This design comes from an exercise in tuning for small area, a short achievable clock period and few clock cycles per item on the open sky130 flow, not from production work. In this exercise RTL edits were held to simulation tests only and were not proved equivalent to the original. No activity file was given, so power comes from the tool's default toggle rates.

==> flow/design.v <==
module b128codec (
    input  wire       clk,
    input  wire       rst,
    input  wire       cmd_valid,
    input  wire [1:0] cmd_op,
    output wire [1:0] status_state,
    output wire [1:0] status_err,
    input  wire       in_valid,
    input  wire [7:0] in_data,
    input  wire       in_end,
    output wire       in_ready,
    output wire       out_valid,
    output wire [7:0] out_data,
    input  wire       out_ready
);
    localparam [1:0] ST_IDLE = 2'd0, ST_BUSY = 2'd1, ST_DONE = 2'd2, ST_ERROR = 2'd3;
    localparam [1:0] ERR_NONE = 2'd0, ERR_INVALID = 2'd1, ERR_MALFORMED = 2'd2;
    localparam [1:0] OP_ENC7 = 2'd0, OP_DEC7 = 2'd1, OP_ENC192 = 2'd2, OP_DEC192 = 2'd3;
    localparam [7:0] PAD_CHAR = 8'h21;
    localparam [1:0] RM_HOLD = 2'd0, RM_SHIFT = 2'd1, RM_ENC = 2'd2, RM_HOR = 2'd3;
    function [7:0] alook;
        input [7:0] d;
        begin
            case (d)
            8'd0: alook = 8'h23;
            8'd1: alook = 8'h24;
            8'd2: alook = 8'h25;
            8'd3: alook = 8'h26;
            8'd4: alook = 8'h27;
            8'd5: alook = 8'h28;
            8'd6: alook = 8'h29;
            8'd7: alook = 8'h2A;
            8'd8: alook = 8'h2B;
            8'd9: alook = 8'h2C;
            8'd10: alook = 8'h2D;
            8'd11: alook = 8'h2E;
            8'd12: alook = 8'h2F;
            8'd13: alook = 8'h30;
            8'd14: alook = 8'h31;
            8'd15: alook = 8'h32;
            8'd16: alook = 8'h33;
            8'd17: alook = 8'h34;
            8'd18: alook = 8'h35;
            8'd19: alook = 8'h36;
            8'd20: alook = 8'h37;
            8'd21: alook = 8'h38;
            8'd22: alook = 8'h39;
            8'd23: alook = 8'h3A;
            8'd24: alook = 8'h3B;
            8'd25: alook = 8'h3C;
            8'd26: alook = 8'h3D;
            8'd27: alook = 8'h3E;
            8'd28: alook = 8'h3F;
            8'd29: alook = 8'h40;
            8'd30: alook = 8'h41;
            8'd31: alook = 8'h42;
            8'd32: alook = 8'h43;
            8'd33: alook = 8'h44;
            8'd34: alook = 8'h45;
            8'd35: alook = 8'h46;
            8'd36: alook = 8'h47;
            8'd37: alook = 8'h48;
            8'd38: alook = 8'h49;
            8'd39: alook = 8'h4A;
            8'd40: alook = 8'h4B;
            8'd41: alook = 8'h4C;
            8'd42: alook = 8'h4D;
            8'd43: alook = 8'h4E;
            8'd44: alook = 8'h4F;
            8'd45: alook = 8'h50;
            8'd46: alook = 8'h51;
            8'd47: alook = 8'h52;
            8'd48: alook = 8'h53;
            8'd49: alook = 8'h54;
            8'd50: alook = 8'h55;
            8'd51: alook = 8'h56;
            8'd52: alook = 8'h57;
            8'd53: alook = 8'h58;
            8'd54: alook = 8'h59;
            8'd55: alook = 8'h5A;
            8'd56: alook = 8'h5B;
            8'd57: alook = 8'h5C;
            8'd58: alook = 8'h5D;
            8'd59: alook = 8'h5E;
            8'd60: alook = 8'h5F;
            8'd61: alook = 8'h60;
            8'd62: alook = 8'h61;
            8'd63: alook = 8'h62;
            8'd64: alook = 8'h63;
            8'd65: alook = 8'h64;
            8'd66: alook = 8'h65;
            8'd67: alook = 8'h66;
            8'd68: alook = 8'h67;
            8'd69: alook = 8'h68;
            8'd70: alook = 8'h69;
            8'd71: alook = 8'h6A;
            8'd72: alook = 8'h6B;
            8'd73: alook = 8'h6C;
            8'd74: alook = 8'h6D;
            8'd75: alook = 8'h6E;
            8'd76: alook = 8'h6F;
            8'd77: alook = 8'h70;
            8'd78: alook = 8'h71;
            8'd79: alook = 8'h72;
            8'd80: alook = 8'h73;
            8'd81: alook = 8'h74;
            8'd82: alook = 8'h75;
            8'd83: alook = 8'h76;
            8'd84: alook = 8'h77;
            8'd85: alook = 8'h78;
            8'd86: alook = 8'h79;
            8'd87: alook = 8'h7A;
            8'd88: alook = 8'h7B;
            8'd89: alook = 8'h7C;
            8'd90: alook = 8'h7D;
            8'd91: alook = 8'h7E;
            8'd92: alook = 8'hA0;
            8'd93: alook = 8'hA1;
            8'd94: alook = 8'hA2;
            8'd95: alook = 8'hA3;
            8'd96: alook = 8'hA4;
            8'd97: alook = 8'hA5;
            8'd98: alook = 8'hA6;
            8'd99: alook = 8'hA7;
            8'd100: alook = 8'hA8;
            8'd101: alook = 8'hA9;
            8'd102: alook = 8'hAA;
            8'd103: alook = 8'hAB;
            8'd104: alook = 8'hAC;
            8'd105: alook = 8'hAD;
            8'd106: alook = 8'hAE;
            8'd107: alook = 8'hAF;
            8'd108: alook = 8'hB0;
            8'd109: alook = 8'hB1;
            8'd110: alook = 8'hB2;
            8'd111: alook = 8'hB3;
            8'd112: alook = 8'hB4;
            8'd113: alook = 8'hB5;
            8'd114: alook = 8'hB6;
            8'd115: alook = 8'hB7;
            8'd116: alook = 8'hB8;
            8'd117: alook = 8'hB9;
            8'd118: alook = 8'hBA;
            8'd119: alook = 8'hBB;
            8'd120: alook = 8'hBC;
            8'd121: alook = 8'hBD;
            8'd122: alook = 8'hBE;
            8'd123: alook = 8'hBF;
            8'd124: alook = 8'hC0;
            8'd125: alook = 8'hC1;
            8'd126: alook = 8'hC2;
            8'd127: alook = 8'hC3;
            8'd128: alook = 8'hC4;
            8'd129: alook = 8'hC5;
            8'd130: alook = 8'hC6;
            8'd131: alook = 8'hC7;
            8'd132: alook = 8'hC8;
            8'd133: alook = 8'hC9;
            8'd134: alook = 8'hCA;
            8'd135: alook = 8'hCB;
            8'd136: alook = 8'hCC;
            8'd137: alook = 8'hCD;
            8'd138: alook = 8'hCE;
            8'd139: alook = 8'hCF;
            8'd140: alook = 8'hD0;
            8'd141: alook = 8'hD1;
            8'd142: alook = 8'hD2;
            8'd143: alook = 8'hD3;
            8'd144: alook = 8'hD4;
            8'd145: alook = 8'hD5;
            8'd146: alook = 8'hD6;
            8'd147: alook = 8'hD7;
            8'd148: alook = 8'hD8;
            8'd149: alook = 8'hD9;
            8'd150: alook = 8'hDA;
            8'd151: alook = 8'hDB;
            8'd152: alook = 8'hDC;
            8'd153: alook = 8'hDD;
            8'd154: alook = 8'hDE;
            8'd155: alook = 8'hDF;
            8'd156: alook = 8'hE0;
            8'd157: alook = 8'hE1;
            8'd158: alook = 8'hE2;
            8'd159: alook = 8'hE3;
            8'd160: alook = 8'hE4;
            8'd161: alook = 8'hE5;
            8'd162: alook = 8'hE6;
            8'd163: alook = 8'hE7;
            8'd164: alook = 8'hE8;
            8'd165: alook = 8'hE9;
            8'd166: alook = 8'hEA;
            8'd167: alook = 8'hEB;
            8'd168: alook = 8'hEC;
            8'd169: alook = 8'hED;
            8'd170: alook = 8'hEE;
            8'd171: alook = 8'hEF;
            8'd172: alook = 8'hF0;
            8'd173: alook = 8'hF1;
            8'd174: alook = 8'hF2;
            8'd175: alook = 8'hF3;
            8'd176: alook = 8'hF4;
            8'd177: alook = 8'hF5;
            8'd178: alook = 8'hF6;
            8'd179: alook = 8'hF7;
            8'd180: alook = 8'hF8;
            8'd181: alook = 8'hF9;
            8'd182: alook = 8'hFA;
            8'd183: alook = 8'hFB;
            8'd184: alook = 8'hFC;
            8'd185: alook = 8'hFD;
            8'd186: alook = 8'hFE;
            8'd187: alook = 8'hFF;
            8'd188: alook = 8'h09;
            8'd189: alook = 8'h0B;
            8'd190: alook = 8'h1B;
            8'd191: alook = 8'h1C;
            8'd192: alook = 8'h21;
            8'd193: alook = 8'h21;
            8'd194: alook = 8'h21;
            8'd195: alook = 8'h21;
            8'd196: alook = 8'h21;
            8'd197: alook = 8'h21;
            8'd198: alook = 8'h21;
            8'd199: alook = 8'h21;
            8'd200: alook = 8'h21;
            8'd201: alook = 8'h21;
            8'd202: alook = 8'h21;
            8'd203: alook = 8'h21;
            8'd204: alook = 8'h21;
            8'd205: alook = 8'h21;
            8'd206: alook = 8'h21;
            8'd207: alook = 8'h21;
            8'd208: alook = 8'h21;
            8'd209: alook = 8'h21;
            8'd210: alook = 8'h21;
            8'd211: alook = 8'h21;
            8'd212: alook = 8'h21;
            8'd213: alook = 8'h21;
            8'd214: alook = 8'h21;
            8'd215: alook = 8'h21;
            8'd216: alook = 8'h21;
            8'd217: alook = 8'h21;
            8'd218: alook = 8'h21;
            8'd219: alook = 8'h21;
            8'd220: alook = 8'h21;
            8'd221: alook = 8'h21;
            8'd222: alook = 8'h21;
            8'd223: alook = 8'h21;
            8'd224: alook = 8'h21;
            8'd225: alook = 8'h21;
            8'd226: alook = 8'h21;
            8'd227: alook = 8'h21;
            8'd228: alook = 8'h21;
            8'd229: alook = 8'h21;
            8'd230: alook = 8'h21;
            8'd231: alook = 8'h21;
            8'd232: alook = 8'h21;
            8'd233: alook = 8'h21;
            8'd234: alook = 8'h21;
            8'd235: alook = 8'h21;
            8'd236: alook = 8'h21;
            8'd237: alook = 8'h21;
            8'd238: alook = 8'h21;
            8'd239: alook = 8'h21;
            8'd240: alook = 8'h21;
            8'd241: alook = 8'h21;
            8'd242: alook = 8'h21;
            8'd243: alook = 8'h21;
            8'd244: alook = 8'h21;
            8'd245: alook = 8'h21;
            8'd246: alook = 8'h21;
            8'd247: alook = 8'h21;
            8'd248: alook = 8'h21;
            8'd249: alook = 8'h21;
            8'd250: alook = 8'h21;
            8'd251: alook = 8'h21;
            8'd252: alook = 8'h21;
            8'd253: alook = 8'h21;
            8'd254: alook = 8'h21;
            8'd255: alook = 8'h21;
            default: alook = 8'h00;
            endcase
        end
    endfunction
    function [9:0] rlook;
        input [7:0] c;
        begin
            case (c)
            8'h00: rlook = 10'h200;
            8'h01: rlook = 10'h200;
            8'h02: rlook = 10'h200;
            8'h03: rlook = 10'h200;
            8'h04: rlook = 10'h200;
            8'h05: rlook = 10'h200;
            8'h06: rlook = 10'h200;
            8'h07: rlook = 10'h200;
            8'h08: rlook = 10'h200;
            8'h09: rlook = 10'h0BC;
            8'h0A: rlook = 10'h200;
            8'h0B: rlook = 10'h0BD;
            8'h0C: rlook = 10'h200;
            8'h0D: rlook = 10'h200;
            8'h0E: rlook = 10'h200;
            8'h0F: rlook = 10'h200;
            8'h10: rlook = 10'h200;
            8'h11: rlook = 10'h200;
            8'h12: rlook = 10'h200;
            8'h13: rlook = 10'h200;
            8'h14: rlook = 10'h200;
            8'h15: rlook = 10'h200;
            8'h16: rlook = 10'h200;
            8'h17: rlook = 10'h200;
            8'h18: rlook = 10'h200;
            8'h19: rlook = 10'h200;
            8'h1A: rlook = 10'h200;
            8'h1B: rlook = 10'h0BE;
            8'h1C: rlook = 10'h0BF;
            8'h1D: rlook = 10'h200;
            8'h1E: rlook = 10'h200;
            8'h1F: rlook = 10'h200;
            8'h20: rlook = 10'h200;
            8'h21: rlook = 10'h100;
            8'h22: rlook = 10'h200;
            8'h23: rlook = 10'h000;
            8'h24: rlook = 10'h001;
            8'h25: rlook = 10'h002;
            8'h26: rlook = 10'h003;
            8'h27: rlook = 10'h004;
            8'h28: rlook = 10'h005;
            8'h29: rlook = 10'h006;
            8'h2A: rlook = 10'h007;
            8'h2B: rlook = 10'h008;
            8'h2C: rlook = 10'h009;
            8'h2D: rlook = 10'h00A;
            8'h2E: rlook = 10'h00B;
            8'h2F: rlook = 10'h00C;
            8'h30: rlook = 10'h00D;
            8'h31: rlook = 10'h00E;
            8'h32: rlook = 10'h00F;
            8'h33: rlook = 10'h010;
            8'h34: rlook = 10'h011;
            8'h35: rlook = 10'h012;
            8'h36: rlook = 10'h013;
            8'h37: rlook = 10'h014;
            8'h38: rlook = 10'h015;
            8'h39: rlook = 10'h016;
            8'h3A: rlook = 10'h017;
            8'h3B: rlook = 10'h018;
            8'h3C: rlook = 10'h019;
            8'h3D: rlook = 10'h01A;
            8'h3E: rlook = 10'h01B;
            8'h3F: rlook = 10'h01C;
            8'h40: rlook = 10'h01D;
            8'h41: rlook = 10'h01E;
            8'h42: rlook = 10'h01F;
            8'h43: rlook = 10'h020;
            8'h44: rlook = 10'h021;
            8'h45: rlook = 10'h022;
            8'h46: rlook = 10'h023;
            8'h47: rlook = 10'h024;
            8'h48: rlook = 10'h025;
            8'h49: rlook = 10'h026;
            8'h4A: rlook = 10'h027;
            8'h4B: rlook = 10'h028;
            8'h4C: rlook = 10'h029;
            8'h4D: rlook = 10'h02A;
            8'h4E: rlook = 10'h02B;
            8'h4F: rlook = 10'h02C;
            8'h50: rlook = 10'h02D;
            8'h51: rlook = 10'h02E;
            8'h52: rlook = 10'h02F;
            8'h53: rlook = 10'h030;
            8'h54: rlook = 10'h031;
            8'h55: rlook = 10'h032;
            8'h56: rlook = 10'h033;
            8'h57: rlook = 10'h034;
            8'h58: rlook = 10'h035;
            8'h59: rlook = 10'h036;
            8'h5A: rlook = 10'h037;
            8'h5B: rlook = 10'h038;
            8'h5C: rlook = 10'h039;
            8'h5D: rlook = 10'h03A;
            8'h5E: rlook = 10'h03B;
            8'h5F: rlook = 10'h03C;
            8'h60: rlook = 10'h03D;
            8'h61: rlook = 10'h03E;
            8'h62: rlook = 10'h03F;
            8'h63: rlook = 10'h040;
            8'h64: rlook = 10'h041;
            8'h65: rlook = 10'h042;
            8'h66: rlook = 10'h043;
            8'h67: rlook = 10'h044;
            8'h68: rlook = 10'h045;
            8'h69: rlook = 10'h046;
            8'h6A: rlook = 10'h047;
            8'h6B: rlook = 10'h048;
            8'h6C: rlook = 10'h049;
            8'h6D: rlook = 10'h04A;
            8'h6E: rlook = 10'h04B;
            8'h6F: rlook = 10'h04C;
            8'h70: rlook = 10'h04D;
            8'h71: rlook = 10'h04E;
            8'h72: rlook = 10'h04F;
            8'h73: rlook = 10'h050;
            8'h74: rlook = 10'h051;
            8'h75: rlook = 10'h052;
            8'h76: rlook = 10'h053;
            8'h77: rlook = 10'h054;
            8'h78: rlook = 10'h055;
            8'h79: rlook = 10'h056;
            8'h7A: rlook = 10'h057;
            8'h7B: rlook = 10'h058;
            8'h7C: rlook = 10'h059;
            8'h7D: rlook = 10'h05A;
            8'h7E: rlook = 10'h05B;
            8'h7F: rlook = 10'h200;
            8'h80: rlook = 10'h200;
            8'h81: rlook = 10'h200;
            8'h82: rlook = 10'h200;
            8'h83: rlook = 10'h200;
            8'h84: rlook = 10'h200;
            8'h85: rlook = 10'h200;
            8'h86: rlook = 10'h200;
            8'h87: rlook = 10'h200;
            8'h88: rlook = 10'h200;
            8'h89: rlook = 10'h200;
            8'h8A: rlook = 10'h200;
            8'h8B: rlook = 10'h200;
            8'h8C: rlook = 10'h200;
            8'h8D: rlook = 10'h200;
            8'h8E: rlook = 10'h200;
            8'h8F: rlook = 10'h200;
            8'h90: rlook = 10'h200;
            8'h91: rlook = 10'h200;
            8'h92: rlook = 10'h200;
            8'h93: rlook = 10'h200;
            8'h94: rlook = 10'h200;
            8'h95: rlook = 10'h200;
            8'h96: rlook = 10'h200;
            8'h97: rlook = 10'h200;
            8'h98: rlook = 10'h200;
            8'h99: rlook = 10'h200;
            8'h9A: rlook = 10'h200;
            8'h9B: rlook = 10'h200;
            8'h9C: rlook = 10'h200;
            8'h9D: rlook = 10'h200;
            8'h9E: rlook = 10'h200;
            8'h9F: rlook = 10'h200;
            8'hA0: rlook = 10'h05C;
            8'hA1: rlook = 10'h05D;
            8'hA2: rlook = 10'h05E;
            8'hA3: rlook = 10'h05F;
            8'hA4: rlook = 10'h060;
            8'hA5: rlook = 10'h061;
            8'hA6: rlook = 10'h062;
            8'hA7: rlook = 10'h063;
            8'hA8: rlook = 10'h064;
            8'hA9: rlook = 10'h065;
            8'hAA: rlook = 10'h066;
            8'hAB: rlook = 10'h067;
            8'hAC: rlook = 10'h068;
            8'hAD: rlook = 10'h069;
            8'hAE: rlook = 10'h06A;
            8'hAF: rlook = 10'h06B;
            8'hB0: rlook = 10'h06C;
            8'hB1: rlook = 10'h06D;
            8'hB2: rlook = 10'h06E;
            8'hB3: rlook = 10'h06F;
            8'hB4: rlook = 10'h070;
            8'hB5: rlook = 10'h071;
            8'hB6: rlook = 10'h072;
            8'hB7: rlook = 10'h073;
            8'hB8: rlook = 10'h074;
            8'hB9: rlook = 10'h075;
            8'hBA: rlook = 10'h076;
            8'hBB: rlook = 10'h077;
            8'hBC: rlook = 10'h078;
            8'hBD: rlook = 10'h079;
            8'hBE: rlook = 10'h07A;
            8'hBF: rlook = 10'h07B;
            8'hC0: rlook = 10'h07C;
            8'hC1: rlook = 10'h07D;
            8'hC2: rlook = 10'h07E;
            8'hC3: rlook = 10'h07F;
            8'hC4: rlook = 10'h080;
            8'hC5: rlook = 10'h081;
            8'hC6: rlook = 10'h082;
            8'hC7: rlook = 10'h083;
            8'hC8: rlook = 10'h084;
            8'hC9: rlook = 10'h085;
            8'hCA: rlook = 10'h086;
            8'hCB: rlook = 10'h087;
            8'hCC: rlook = 10'h088;
            8'hCD: rlook = 10'h089;
            8'hCE: rlook = 10'h08A;
            8'hCF: rlook = 10'h08B;
            8'hD0: rlook = 10'h08C;
            8'hD1: rlook = 10'h08D;
            8'hD2: rlook = 10'h08E;
            8'hD3: rlook = 10'h08F;
            8'hD4: rlook = 10'h090;
            8'hD5: rlook = 10'h091;
            8'hD6: rlook = 10'h092;
            8'hD7: rlook = 10'h093;
            8'hD8: rlook = 10'h094;
            8'hD9: rlook = 10'h095;
            8'hDA: rlook = 10'h096;
            8'hDB: rlook = 10'h097;
            8'hDC: rlook = 10'h098;
            8'hDD: rlook = 10'h099;
            8'hDE: rlook = 10'h09A;
            8'hDF: rlook = 10'h09B;
            8'hE0: rlook = 10'h09C;
            8'hE1: rlook = 10'h09D;
            8'hE2: rlook = 10'h09E;
            8'hE3: rlook = 10'h09F;
            8'hE4: rlook = 10'h0A0;
            8'hE5: rlook = 10'h0A1;
            8'hE6: rlook = 10'h0A2;
            8'hE7: rlook = 10'h0A3;
            8'hE8: rlook = 10'h0A4;
            8'hE9: rlook = 10'h0A5;
            8'hEA: rlook = 10'h0A6;
            8'hEB: rlook = 10'h0A7;
            8'hEC: rlook = 10'h0A8;
            8'hED: rlook = 10'h0A9;
            8'hEE: rlook = 10'h0AA;
            8'hEF: rlook = 10'h0AB;
            8'hF0: rlook = 10'h0AC;
            8'hF1: rlook = 10'h0AD;
            8'hF2: rlook = 10'h0AE;
            8'hF3: rlook = 10'h0AF;
            8'hF4: rlook = 10'h0B0;
            8'hF5: rlook = 10'h0B1;
            8'hF6: rlook = 10'h0B2;
            8'hF7: rlook = 10'h0B3;
            8'hF8: rlook = 10'h0B4;
            8'hF9: rlook = 10'h0B5;
            8'hFA: rlook = 10'h0B6;
            8'hFB: rlook = 10'h0B7;
            8'hFC: rlook = 10'h0B8;
            8'hFD: rlook = 10'h0B9;
            8'hFE: rlook = 10'h0BA;
            8'hFF: rlook = 10'h0BB;
            default: rlook = 10'h200;
            endcase
        end
    endfunction
    function [2:0] ma;                       
        input [2:0] a, b;
        ma = {(a[0] & b[2]) | (a[1] & b[1]) | (a[2] & b[0]),
              (a[0] & b[1]) | (a[1] & b[0]) | (a[2] & b[2]),
              (a[0] & b[0]) | (a[1] & b[2]) | (a[2] & b[1])};
    endfunction
    function [2:0] pm;                       
        input [1:0] b;
        pm = {b[1] & ~b[0], ~b[1] & b[0], ~(b[1] ^ b[0])};
    endfunction
    function [1:0] pq;                       
        input [2:0] r;
        input [1:0] b;
        pq = {r[2] | (r[1] & b[1]),
              (r[0] & b[1] & b[0]) | (r[1] & ~b[1]) | (r[2] & (b[1] | b[0]))};
    endfunction
    reg  [1:0]  state_q, err_q, op_q;
    reg  [7:0]  s_q [0:15];
    reg  [4:0]  wp_q, rc_q, cnt_q;
    reg         ov_q, ir_q, end_q;
    reg  [7:0]  od_q;
    reg  [6:0]  mask_q;
    reg         trl_q;                           
    reg  [2:0]  oi_q;                            
    reg         bad_q, mal_q, pb_q, lpad_q, lhi_q;
    reg  [6:0]  ldig_q;
    reg  [3:0]  nwr_q;
    reg         act_q, padf_q;                   
    reg  [4:0]  rem_q;                           
    reg  [4:0]  dc_q;                            
    reg  [15:0] m_q;                             
    reg         up_q;                            
    reg  [4:0]  ul_q;
    reg         errp_q;
    reg  [1:0]  errc_q;
    wire busy = (state_q == ST_BUSY);
    assign status_state = state_q;
    assign status_err   = err_q;
    assign in_ready     = ir_q;
    assign out_valid    = ov_q;
    assign out_data     = od_q;
    wire take     = ir_q & in_valid;
    wire take_d   = take & ~in_end;
    wire take_e   = take & in_end;
    wire out_free = ~ov_q | out_ready;
    wire [9:0] rl    = rlook(in_data);
    wire       r_bad = rl[9];
    wire       r_pad = rl[8];
    wire [7:0] r_dig = rl[7:0];
    wire [127:0] X;
    genvar gi;
    generate
        for (gi = 0; gi < 16; gi = gi + 1) begin : g_x
            assign X[8*gi +: 8] = s_q[gi];
        end
    endgenerate
    wire [7:0]   enc_dig;
    wire [113:0] enc_q;
    wire [127:0] hor_x;
    reg  [1:0]  n_state, n_err, n_op;
    reg  [4:0]  n_wp, n_rc, n_cnt;
    reg         n_ov, n_ir, n_end;
    reg  [6:0]  n_mask;
    reg         n_trl;
    reg  [2:0]  n_oi;
    reg         n_bad, n_mal, n_pb, n_lpad, n_lhi;
    reg  [6:0]  n_ldig;
    reg  [3:0]  n_nwr;
    reg         n_act, n_padf;
    reg  [4:0]  n_rem;
    reg  [4:0]  n_dc, e_dc;
    reg  [15:0] n_m, sm_n;
    reg  [7:0]  al_in;
    reg         n_up;
    reg  [4:0]  n_ul;
    reg         n_errp;
    reg  [1:0]  n_errc;
    reg  [1:0]  rmode;
    reg         wr, wcnt, oload, fin, close, trl_wr, start, step;
    reg  [4:0]  ws, wbase;
    reg         wdec;
    reg  [7:0]  wdata, odata;
    reg         e_padf, e_last;
    integer     j;
    always @* begin
        n_state = state_q; n_err = err_q; n_op = op_q;
        n_wp = wp_q; n_rc = rc_q; n_cnt = cnt_q;
        n_ov = ov_q & ~out_ready; n_ir = ir_q; n_end = end_q | take_e;
        n_mask = mask_q; n_trl = trl_q; n_oi = oi_q;
        n_bad = bad_q; n_mal = mal_q; n_pb = pb_q; n_lpad = lpad_q; n_lhi = lhi_q;
        n_ldig = ldig_q; n_nwr = nwr_q;
        n_act = act_q; n_padf = padf_q; n_rem = rem_q;
        n_dc = dc_q; e_dc = dc_q; n_m = m_q; sm_n = 16'd0; al_in = s_q[0];
        n_up = up_q; n_ul = ul_q;
        n_errp = errp_q; n_errc = errc_q;
        rmode = RM_HOLD; wr = 1'b0; wcnt = 1'b0; ws = 5'd0; wdata = 8'd0;
        oload = 1'b0; odata = 8'd0; fin = 1'b0;
        close = 1'b0; trl_wr = 1'b0; start = 1'b0; step = 1'b0;
        wbase = wp_q; wdec = 1'b0; e_padf = 1'b0; e_last = 1'b0;
        if (!busy) begin
            if (cmd_valid) begin
                n_state = ST_BUSY; n_err = ERR_NONE; n_op = cmd_op;
                n_wp = 5'd0; n_rc = 5'd0; n_cnt = 5'd0; n_end = 1'b0;
                n_ov = 1'b0; n_ir = 1'b1;
                n_mask = 7'd0; n_trl = 1'b0; n_oi = 3'd0;
                n_bad = 1'b0; n_mal = 1'b0; n_pb = 1'b0; n_lpad = 1'b0; n_lhi = 1'b0;
                n_nwr = 4'd0; n_act = 1'b0; n_up = 1'b0; n_errp = 1'b0; n_errc = ERR_NONE;
                n_m = 16'd0;
            end
        end else begin
            case (op_q)
            OP_ENC7: begin
                if (wp_q != 5'd0 && out_free) begin
                    oload = 1'b1; odata = alook(al_in); rmode = RM_SHIFT;
                end
                wdec = oload;
                ws = wp_q - {4'd0, oload};
                if (trl_q) begin
                    if (wp_q != 5'd16 || oload) begin
                        wr = 1'b1; wdata = {1'b0, mask_q};
                        n_trl = 1'b0; n_mask = 7'd0; n_cnt = 5'd0;
                    end
                end else if (take_d) begin
                    wr = 1'b1; wdata = {1'b0, in_data[6:0]};
                    n_mask[3'd6 - cnt_q[2:0]] = in_data[7];
                    if (cnt_q == 5'd6) n_trl = 1'b1;
                    else n_cnt = cnt_q + 5'd1;
                end else if (take_e && cnt_q != 5'd0) begin
                    wr = 1'b1; wdata = 8'hFF; n_trl = 1'b1;     
                end
                n_wp = ws + {4'd0, wr};
                fin = n_end & ~n_trl & (n_wp == 5'd0);
                n_ir = ~n_end & ~n_trl & (n_wp <= 5'd15);
            end
            OP_DEC7: begin
                if (rc_q != 5'd0 && out_free) begin
                    oload = 1'b1; rmode = RM_SHIFT;
                    odata = {mask_q[3'd6 - oi_q], s_q[0][6:0]};
                    n_oi = oi_q + 3'd1; n_rc = rc_q - 5'd1;
                end
                wdec = oload;
                ws = wp_q - {4'd0, oload};
                close = (cnt_q == 5'd8 || (end_q && cnt_q != 5'd0)) && rc_q == 5'd0;
                if (close) begin
                    trl_wr = ~pb_q & ~lpad_q;
                    wdec = trl_wr;
                    ws = wp_q - {4'd0, trl_wr};
                    if (bad_q) begin
                        n_errp = 1'b1; n_errc = ERR_INVALID;
                    end else if (lpad_q | lhi_q | mal_q | (~pb_q & cnt_q != 5'd8)) begin
                        n_errp = 1'b1; n_errc = ERR_MALFORMED;
                    end else begin
                        n_rc = {1'b0, nwr_q} - {4'd0, trl_wr};
                        n_mask = ldig_q; n_oi = 3'd0;
                    end
                    n_cnt = 5'd0; n_pb = 1'b0; n_mal = 1'b0; n_bad = 1'b0;
                    n_nwr = 4'd0; n_lpad = 1'b0; n_lhi = 1'b0;
                end
                if (take_d) begin
                    if (n_cnt != 5'd0) begin
                        if (!n_pb && n_lhi) n_mal = 1'b1;
                        n_pb = n_pb | n_lpad;
                    end
                    n_bad = n_bad | r_bad;
                    wr = 1'b1; wdata = r_dig;            
                    if (!n_pb && !r_pad) begin
                        wcnt = 1'b1; n_nwr = n_nwr + 4'd1;
                    end
                    n_lpad = r_pad; n_lhi = r_dig[7]; n_ldig = r_dig[6:0];
                    n_cnt = n_cnt + 5'd1;
                end
                n_wp = ws + {4'd0, wcnt};
                fin = (n_errp | (n_end & n_cnt == 5'd0)) & (n_rc == 5'd0);
                n_ir = ~n_end & ~n_errp & (n_cnt < 5'd8 || n_rc == 5'd0);
            end
            OP_ENC192: begin
                start = ~act_q & (cnt_q == 5'd15 || (end_q && cnt_q != 5'd0));
                if (start) begin
                    e_padf = (cnt_q != 5'd15);
                    n_act = 1'b1; n_rem = cnt_q + 5'd1;
                    n_padf = (cnt_q != 5'd15); n_cnt = 5'd0;
                    wbase = 5'd16; e_dc = 5'd0; n_dc = 5'd0;
                end else begin
                    e_padf = padf_q; e_last = (rem_q == 5'd1);
                end
                if ((act_q | start) && out_free) begin
                    oload = 1'b1;
                    if (start || rem_q != 5'd0) begin
                        step = 1'b1; rmode = RM_ENC; al_in = enc_dig; odata = alook(al_in);
                        n_rem = (start ? cnt_q + 5'd1 : rem_q) - 5'd1;
                        n_dc = e_dc + 5'd1;
                        if (e_last && !e_padf) n_act = 1'b0;
                    end else begin
                        al_in = 8'hFF; odata = alook(al_in); n_act = 1'b0;
                    end
                end
                wdec = step;
                ws = wbase - {4'd0, step};
                if (take_d) begin
                    wr = 1'b1; wdata = in_data; n_cnt = n_cnt + 5'd1;
                end
                n_wp = ws + {4'd0, wr};
                for (j = 0; j < 16; j = j + 1) sm_n[j] = (j[4:0] < 5'd15 - e_dc);
                if (!n_act) begin
                    for (j = 0; j < 16; j = j + 1) n_m[j] = (j[4:0] < n_cnt);
                end else if (step) begin
                    n_m = m_q & sm_n;
                end
                fin = n_end & ~n_act & (n_cnt == 5'd0);
                n_ir = ~n_end & (n_cnt < 5'd15) & (n_wp <= 5'd15);
            end
            default: begin                         
                if (rc_q != 5'd0 && out_free) begin
                    oload = 1'b1; odata = s_q[0]; rmode = RM_SHIFT;
                    n_rc = rc_q - 5'd1;
                end
                wdec = oload;
                ws = wp_q - {4'd0, oload};
                if (up_q && rc_q == 5'd0) begin
                    if (!m_q[0]) begin
                        rmode = RM_HOR; n_m = m_q | {1'b0, m_q[15:1]};
                    end
                    if (m_q[0] | m_q[1]) begin
                        n_up = 1'b0; n_rc = ul_q - 5'd1; ws = ul_q - 5'd1;
                    end
                end
                if (take_d) begin
                    wr = 1'b1; wdata = r_dig;            
                    if (r_bad) begin
                        n_errp = 1'b1; n_errc = ERR_INVALID;
                    end else if (r_pad) begin
                        if (cnt_q == 5'd0) begin
                            n_errp = 1'b1; n_errc = ERR_MALFORMED;
                        end else begin
                            n_up = 1'b1; n_ul = cnt_q; n_cnt = 5'd0;
                            n_m = 16'd1 << (cnt_q[3:0] - 4'd1);
                        end
                    end else begin
                        wcnt = 1'b1;
                        if (cnt_q == 5'd15) begin
                            n_up = 1'b1; n_ul = 5'd16; n_cnt = 5'd0; n_m = 16'h8000;
                        end else begin
                            n_cnt = cnt_q + 5'd1;
                        end
                    end
                end else if (take_e && cnt_q != 5'd0) begin
                    n_errp = 1'b1; n_errc = ERR_MALFORMED;
                end
                n_wp = ws + {4'd0, wcnt};
                fin = (n_errp | (n_end & n_cnt == 5'd0 & ~n_up)) & (n_rc == 5'd0);
                n_ir = ~n_end & ~n_errp & ~n_up & (n_wp <= 5'd15);
            end
            endcase
            if (oload) n_ov = 1'b1;
            if (fin && !n_ov) begin
                n_state = n_errp ? ST_ERROR : ST_DONE;
                n_err   = n_errp ? n_errc : ERR_NONE;
                n_ir    = 1'b0;
            end
        end
    end
    wire [119:0] Y;
    generate
        for (gi = 0; gi < 15; gi = gi + 1) begin : g_y
            assign Y[8*gi +: 8] = s_q[gi] & {8{m_q[gi]}};
        end
    endgenerate
    wire [119:0] Z = {6'd0, Y[119:6]};       
    reg  [2:0] pv [0:59];
    reg  [2:0] gsum [0:14];
    reg  [2:0] p32 [0:14], p321 [0:14];
    reg  [2:0] ks [0:4][0:14];
    reg  [2:0] rin;
    reg  [119:0] qz;
    reg  [2:0] zm;
    integer k, l;
    always @* begin
        for (k = 0; k < 60; k = k + 1)
            pv[k] = pm(Z[2*k +: 2]);
        for (k = 0; k < 15; k = k + 1) begin
            p32[k]  = ma(pv[4*k+3], pv[4*k+2]);
            p321[k] = ma(p32[k], pv[4*k+1]);
            gsum[k] = ma(p32[k], ma(pv[4*k+1], pv[4*k]));
        end
        for (k = 0; k < 15; k = k + 1) ks[0][k] = gsum[k];
        for (l = 0; l < 4; l = l + 1)
            for (k = 0; k < 15; k = k + 1)
                if ((((14 - k) >> l) & 1) != 0)
                    ks[l+1][k] = ma(ks[l][k], ks[l][14 - ((((14 - k) >> l) << l) - 1)]);
                else
                    ks[l+1][k] = ks[l][k];
        zm = ks[4][0];
        for (k = 0; k < 15; k = k + 1) begin
            rin = (k < 14) ? ks[4][k+1] : 3'b001;
            qz[8*k+6 +: 2] = pq(rin, Z[8*k+6 +: 2]);
            qz[8*k+4 +: 2] = pq(ma(rin, pv[4*k+3]), Z[8*k+4 +: 2]);
            qz[8*k+2 +: 2] = pq(ma(rin, p32[k]), Z[8*k+2 +: 2]);
            qz[8*k   +: 2] = pq(ma(rin, p321[k]), Z[8*k +: 2]);
        end
    end
    assign enc_q   = qz[113:0];
    assign enc_dig = {zm[2], zm[1], Y[5:0]};
    wire [127:0] hmask;
    generate
        for (gi = 0; gi < 16; gi = gi + 1) begin : g_hm
            assign hmask[8*gi +: 8] = {8{m_q[gi]}};
        end
    endgenerate
    wire [127:0] xw = X & hmask;
    wire [127:0] hb = {2'b00, xw[127:2]};
    reg  [127:0] hg, hp, hpp, hs;
    integer hi, hl;
    always @* begin
        hpp = ~(X ^ hb);
        hg  = X & ~hb;
        hp  = hpp;
        hg[0] = hg[0] | hp[0];               
        for (hl = 0; hl < 7; hl = hl + 1)
            for (hi = 0; hi < 128; hi = hi + 1)
                if (((hi >> hl) & 1) != 0) begin
                    hg[hi] = hg[hi] | (hp[hi] & hg[((hi >> hl) << hl) - 1]);
                    hp[hi] = hp[hi] & hp[((hi >> hl) << hl) - 1];
                end
        hs[0] = ~hpp[0];
        for (hi = 1; hi < 128; hi = hi + 1) hs[hi] = hpp[hi] ^ hg[hi-1];
    end
    assign hor_x = hs;
    wire [127:0] qx = {14'd0, enc_q};
    integer i;
    reg [15:0] s_en;
    reg [7:0]  s_d [0:15];
    reg        sel_w, sel_s, sel_q, sel_h;
    always @* begin
        for (i = 0; i < 16; i = i + 1) begin
            sel_w = we[i];
            sel_h = ~we[i] & (rmode == RM_HOR);
            sel_q = ~we[i] & (rmode == RM_ENC) & sm_n[i];
            sel_s = ~we[i] & ((rmode == RM_SHIFT) | ((rmode == RM_ENC) & ~sm_n[i]));
            s_en[i] = we[i] | (rmode != RM_HOLD);
            s_d[i] = ({8{sel_w}} & wdata) | ({8{sel_h}} & hor_x[8*i +: 8]) |
                     ({8{sel_q}} & qx[8*i +: 8]) |
                     ({8{sel_s}} & ((i < 15) ? s_q[(i + 1) % 16] : 8'd0));
        end
    end
    reg [16:0] bh;
    reg [15:0] we;
    always @* begin
        for (i = 0; i < 17; i = i + 1) bh[i] = (wbase == i[4:0]);
        for (i = 0; i < 16; i = i + 1) we[i] = wr & (wdec ? bh[i+1] : bh[i]);
    end
    always @(posedge clk) begin
        for (i = 0; i < 16; i = i + 1)
            if (s_en[i]) s_q[i] <= s_d[i];
        if (oload) od_q <= odata;
        wp_q <= n_wp; rc_q <= n_rc; cnt_q <= n_cnt; end_q <= n_end;
        mask_q <= n_mask; trl_q <= n_trl; oi_q <= n_oi;
        bad_q <= n_bad; mal_q <= n_mal; pb_q <= n_pb; lpad_q <= n_lpad; lhi_q <= n_lhi;
        ldig_q <= n_ldig; nwr_q <= n_nwr;
        act_q <= n_act; padf_q <= n_padf; rem_q <= n_rem;
        dc_q <= n_dc; m_q <= n_m;
        up_q <= n_up; ul_q <= n_ul;
        errp_q <= n_errp; errc_q <= n_errc;
        op_q <= n_op;
        if (rst) begin
            state_q <= ST_IDLE;
            err_q   <= ERR_NONE;
            ov_q    <= 1'b0;
            ir_q    <= 1'b0;
        end else begin
            state_q <= n_state;
            err_q   <= n_err;
            ov_q    <= n_ov;
            ir_q    <= n_ir;
        end
    end
endmodule
==> flow/run.sh <==
#!/bin/bash
# synth_recipe.tcl (not shown) runs the flow's synth.tcl, then flattens the netlist and writes it again
# the make line also repeats each setting of config.mk as NAME=value (left out here)
make -C /OpenROAD-flow-scripts/flow DESIGN_CONFIG=/design/flow/config.mk WORK_HOME=/design/flow/orfs CLKGATE_MAP_FILE= SYNTH_SCRIPT=/design/flow/synth_recipe.tcl finish
==> flow/config.mk <==
export PLATFORM = sky130hd
export DESIGN_NAME = b128codec
export DESIGN_NICKNAME = b128codec
export VERILOG_FILES = /design/flow/design.v
export SDC_FILE = /design/flow/constraint.sdc
export NUM_CORES = 4
export LEC_CHECK = 0
export ABC_CLOCK_PERIOD_IN_PS = 4000
export CAP_MARGIN = 20
export CORE_MARGIN = 2
export CORE_UTILIZATION = 50
export SETUP_SLACK_MARGIN = 5
export SLEW_MARGIN = 20
==> flow/constraint.sdc <==
create_clock -name core_clock -period 12.0 [get_ports {clk}]
set_input_delay 2.4000 -clock core_clock [delete_from_list [all_inputs] [get_ports {clk}]]
set_output_delay 2.4000 -clock core_clock [all_outputs]
set_load 0.01 [all_outputs]
==> run summary <==
The logs give 34,060 for the detailed-route via count and 0 for the initial antenna violation count. For the number of global-route vias before repair, the log shows 31,110. For this run, asynchronously set or reset flops after synthesis account for 0%. After detailed routing, the average wire length per cell comes to 22.91 µm.

The cell count of the worst hold path is 2. The worst setup path is captured at a flop. The final hold violation count was 0.

The flow ran to the end and the layout has no timing, DRC or antenna violations. The effective utilization at floorplan was 50.22%; the maximum clock path buffer count was 3. Between clock sinks in the finished design, the worst skew comes to 0.01646 ns. The critical path in this run is classified as flop to flop. The worst register-to-register path has a setup slack of 5.13 ns. Power spread over the standard cell area amounts to 121.9 nW/µm². The share of the yosys chip area belonging to registers is 21.17%. The tools report the buffer type at the clock tree root as clkbuf_16. The layout has 6,246 filler cells.

Leaving out filler cells and counting taps, the final layout contains 5,049. The post-synthesis cell area is 32,200 µm². In this run the tool buffered the top-level ports with 29 buffer cells.

For this run, the total global-route usage over all layers was measured as 33.27%. Entering global routing, the biggest net connects 61 pins. The iteration-0 DRC count of the detailed router is 4,419, and the xor/xnor share of the synthesized area is 4.488%.

Using the TritonRoute via totals, the vias-per-cell ratio works out to 6.745. The placed wire-length estimate after detailed placement is 83,300 µm. After technology mapping, the gate count stands at 4,160. The logs give 33.01% for the worst slew margin relative to its limit and 232 for the number of clock sinks seen by CTS. In the final timing run, aggregate negative setup slack is 0 ns. STA puts the critical path data required time at 12.52 ns. The top flip-flop cell by instance count after synthesis was edfxtp_1. The die covers 66,450 µm².

The number of cell instances on the worst register-to-register path came out at 22. For this run, the number of Yosys warnings is 8. Relative to the synthesized area, the layout overhead comes to 9.267%. Based on the critical path, the design can be clocked at up to 145.7 MHz. During I/O placement, the number of pins put on the boundary was 30.

In this run the worst path has a maximum fanout of 24. The clock reaches the later pin of the worst-skew pair after 0.62 ns. The routed wire length came out at 115,700 µm.

The worst-case IR drop observed on VDD is 0.1230 mV. The worst register-to-register path begins at cnt_q[1]. The die height was 257.8 µm; the post-detailed-route DRC marker count was 0. For the leakage power figure, the log shows 13.54 nW. The worst setup path is launched from a flop.

The run gives 0 as the final antenna diode count. In the final layout, the share of cells above drive strength 1 is 7.845%. For hold timing, the worst endpoint is err_q[0].

The number of core rows was 93; the horizontal die dimension was 257.8 µm. Measured against the total synthesized area, the mux share comes to 1.434%. Yosys mapped a number of flops with a built-in enable equal to 217. Dividing the final minimum period by the clock period gives 57.21%. The tool flagged a number of max-cap violations equal to 0. The layout net count came out at 4,518. Final weighted congestion in routability-driven placement: 0.9296. The area of the core region was 64,120 µm²; the area share of fa/ha/maj cells after synthesis was 13.16%.

The post-synthesis sequential element count works out to 232. The library cells used most frequently in the layout, excluding fill and tap cells, are nand2_1, nor2_1, ha_1. In this run the remaining antenna-violating nets after routing total 0.

After clock tree synthesis, the clock-pin slew on the worst setup and hold paths is 0.06 ns. At the pin with the least slew margin, the transition time is 1.005 ns. The number of cells in the design after placement is 4,910, and the wire length of the first global-routing pass is 178,700 µm. The simple-gate share of the synthesized area was 21.06%. The number of failing setup endpoints in the final timing report was 0.

The number of hold buffers added after CTS was 0. The time the final worst path needs with I/O delays and setup is 6.866 ns. The library cell used most frequently in the layout, excluding fill and tap cells, is nand2_1.

The total overflow left after global routing is 0. Clock tree synthesis inserted a total of 31 buffers. The count of H-tree levels built during CTS was 1.

The tools report the worst min-delay path startpoint as err_q[0]. Averaged over all synthesized cells, the footprint is 7.741 µm². The compound-gate portion of the synthesized area works out to 33.28%. The count of pins over their slew limit was 0. TritonCTS built the clock tree.

After synthesis, the largest family of logic cells by area is compound AO/OA/AOI/OAI gates. Counting every net in the synthesized netlist gives 4,509. The number of different library cells used by synthesis comes to 99.

Data arrives at the worst endpoint at 7.38 ns. The path class of the tightest hold or removal check is flop to flop. Setup repair after global routing could not meet its margin everywhere. Before antenna repair, the detailed router went through 10 iterations.
logic make-up after synthesis:
kind of cell,count (synthesis)
mux,40
flops,232
fa+ha+maj,334
compound gates,1512
simple gates,1420
xor+xnor,165
buf+inv,457
how the worst max path moves through the flow:
stage | start | endpoint | slack [ns] | depth (start not counted)
after floorplan | out_ready | flop | 5.52 | 24
after global placement | out_ready | flop | 3.55 | 21
after detailed placement | out_ready | flop | 3.45 | 21
after CTS | m_q[3] | flop | 4.98 | 26
after global routing | m_q[6] | flop | 4.81 | 27
final | cnt_q[1] | flop | 5.13 | 22
state kept, by name (all words and copies together) (netlist names), 2 cells and up, named ones only:
| register | cells |
|---|---|
| s_q | 128 |
| mask_q | 7 |
| rem_q | 5 |
| dc_q | 5 |
| od_q | 8 |
| err_q | 2 |
| cnt_q | 5 |
| ldig_q | 7 |
| rc_q | 5 |
| state_q | 2 |
| oi_q | 3 |
| errc_q | 2 |
| ul_q | 5 |
| op_q | 2 |
| wp_q | 5 |
| nwr_q | 4 |
| m_q | 16 |
Yosys cell counts, types with 11 or more instances:
cell	instances	share of area (%)
nor2_1	410	4.8
or3_1	23	0.45
o221ai_1	93	2.5
o21ai_1	19	0.30
o22a_1	27	0.73
nor2b_1	42	0.82
mux2i_1	27	0.84
o21ai_0	283	4.4
nor4_1	16	0.31
o21bai_1	25	0.58
nand3_1	77	1.2
a222oi_1	164	5.1
nand4_1	22	0.43
nand2b_1	127	2.5
o21a_1	18	0.42
xor2_1	82	2.2
a22o_1	12	0.33
buf_1	23	0.27
o31ai_1	18	0.42
o221ai_2	13	0.61
nor3_1	81	1.3
a21o_1	81	1.9
a22oi_1	72	1.7
a31oi_1	56	1.1
a211oi_1	25	0.58
nand4b_1	28	0.76
o211ai_1	28	0.65
nand2_1	451	5.3
buf_2	14	0.22
and2_1	18	0.35
a221oi_1	50	1.4
dfxtp_1	15	0.93
nor3b_1	20	0.47
ha_1	325	13
clkbuf_1	157	1.8
edfxtp_1	217	20
a21oi_1	292	4.5
and3_1	35	0.68
or2_2	26	0.51
a221o_1	29	0.90
inv_1	259	3.0
xnor2_1	83	2.3
o311ai_0	11	0.30
o22ai_1	85	1.7
routing by layer:
| layer | track usage (%) | share of wire (%) | vias to the layer above |
|---|---|---|---|
| li1 | - | - | 16040 |
| met1 | 46.67 | 44 | 16290 |
| met2 | 54.02 | 45 | 1537 |
| met3 | 4.535 | 8.7 | 188 |
| met4 | 8.060 | 2.5 | 0 |
| met5 | 0 | 0 | - |
power breakdown:
part           switching (mW)  internal, mW  leakage, nW  total [mW]
logic                    1.38         0.855         10.8        2.23
registers               0.129         0.989         2.23        1.12
clock network           0.421         0.518        0.475       0.939
area by class of cell:
class	instances	area, µm²	share of cell area [%]
repair inverters	1	5.005	0.01422
flip-flops and latches	232	6817	19.37
clock buffers	36	794.5	2.258
repair buffers	170	1419	4.033
multi-input cells	3472	23910	67.96
inverters	261	987.2	2.806
well taps	855	1070	3.040
clock inverters	22	181.4	0.5156
worst max-delay path: stages, from the launching register on:
cell      delay [ns]
edfxtp_1        0.57
inv_1           0.23
ha_1            0.60
or4b_2          0.74
a21oi_1         0.29
or2_2           0.51
nor2_1          0.22
nor2_1          0.32
nand2_1         0.36
nor4b_4         0.57
nor2_1          0.25
a221o_1         0.39
a21oi_1         0.16
o211ai_1        0.19
o21ai_1         0.25
inv_2           0.09
ha_1            0.24
ha_1            0.24
nor2_1          0.10
o21ai_0         0.10
o221ai_1        0.10
o211ai_1        0.12
o311ai_1        0.09
stage by stage:
step	setup WS, ns	hold slack, ns	area [µm²]	total power, mW	utilization, %
after floorplan	5.519	0.5223	32200	2.653	-
after global placement	3.547	0.4954	33340	3.200	51.99
after detailed placement	3.447	0.5058	33360	3.205	52.02
after CTS	4.980	0.5188	34680	4.189	54.10
after global routing	4.812	0.5740	35190	4.547	54.88
final	5.134	0.5084	35190	4.291	54.88
repair_timing:
action / 4_1_cts / 5_1_grt
resized for setup: 7 / 38
setup buffers: 41 / 36
pin swaps: 13 / 18
cloned: 1 / 1
endpoints found under the setup margin: 26 / 23
Testbench counts, summed over its fixed seeds: cycles 30,977, bytes 41,065.

[port drivers added, routing unchanged]
Ports are ideal in the flow. The routed layout listed here was re-timed in OpenROAD.
Step 1 sets driving cells, clkbuf_16 on the clock port and buf_2 on the other inputs (assumed; they add their load-dependent delay and slew).
Step 2 also shifts input and output timing later by t, the mid clock arrival at the registers, as if the neighbouring blocks saw the same clock.
Slacks: no drivers / after step 1 / after step 2; pairs: no drivers / after step 1.
shift t [ns]: 0.680
setup WS [ns]: 5.134 / 5.134 / 4.555
worst hold slack (ns): 0.508 / 0.508 / 0.508
worst setup path after step 2: input to register
worst register clock-pin slew, ns: 0.07 / 0.07
After both steps setup and hold are still met in this run. For this run, drivers alone change the setup slack by 0.000 ns; drivers and shift together by -0.579 ns.
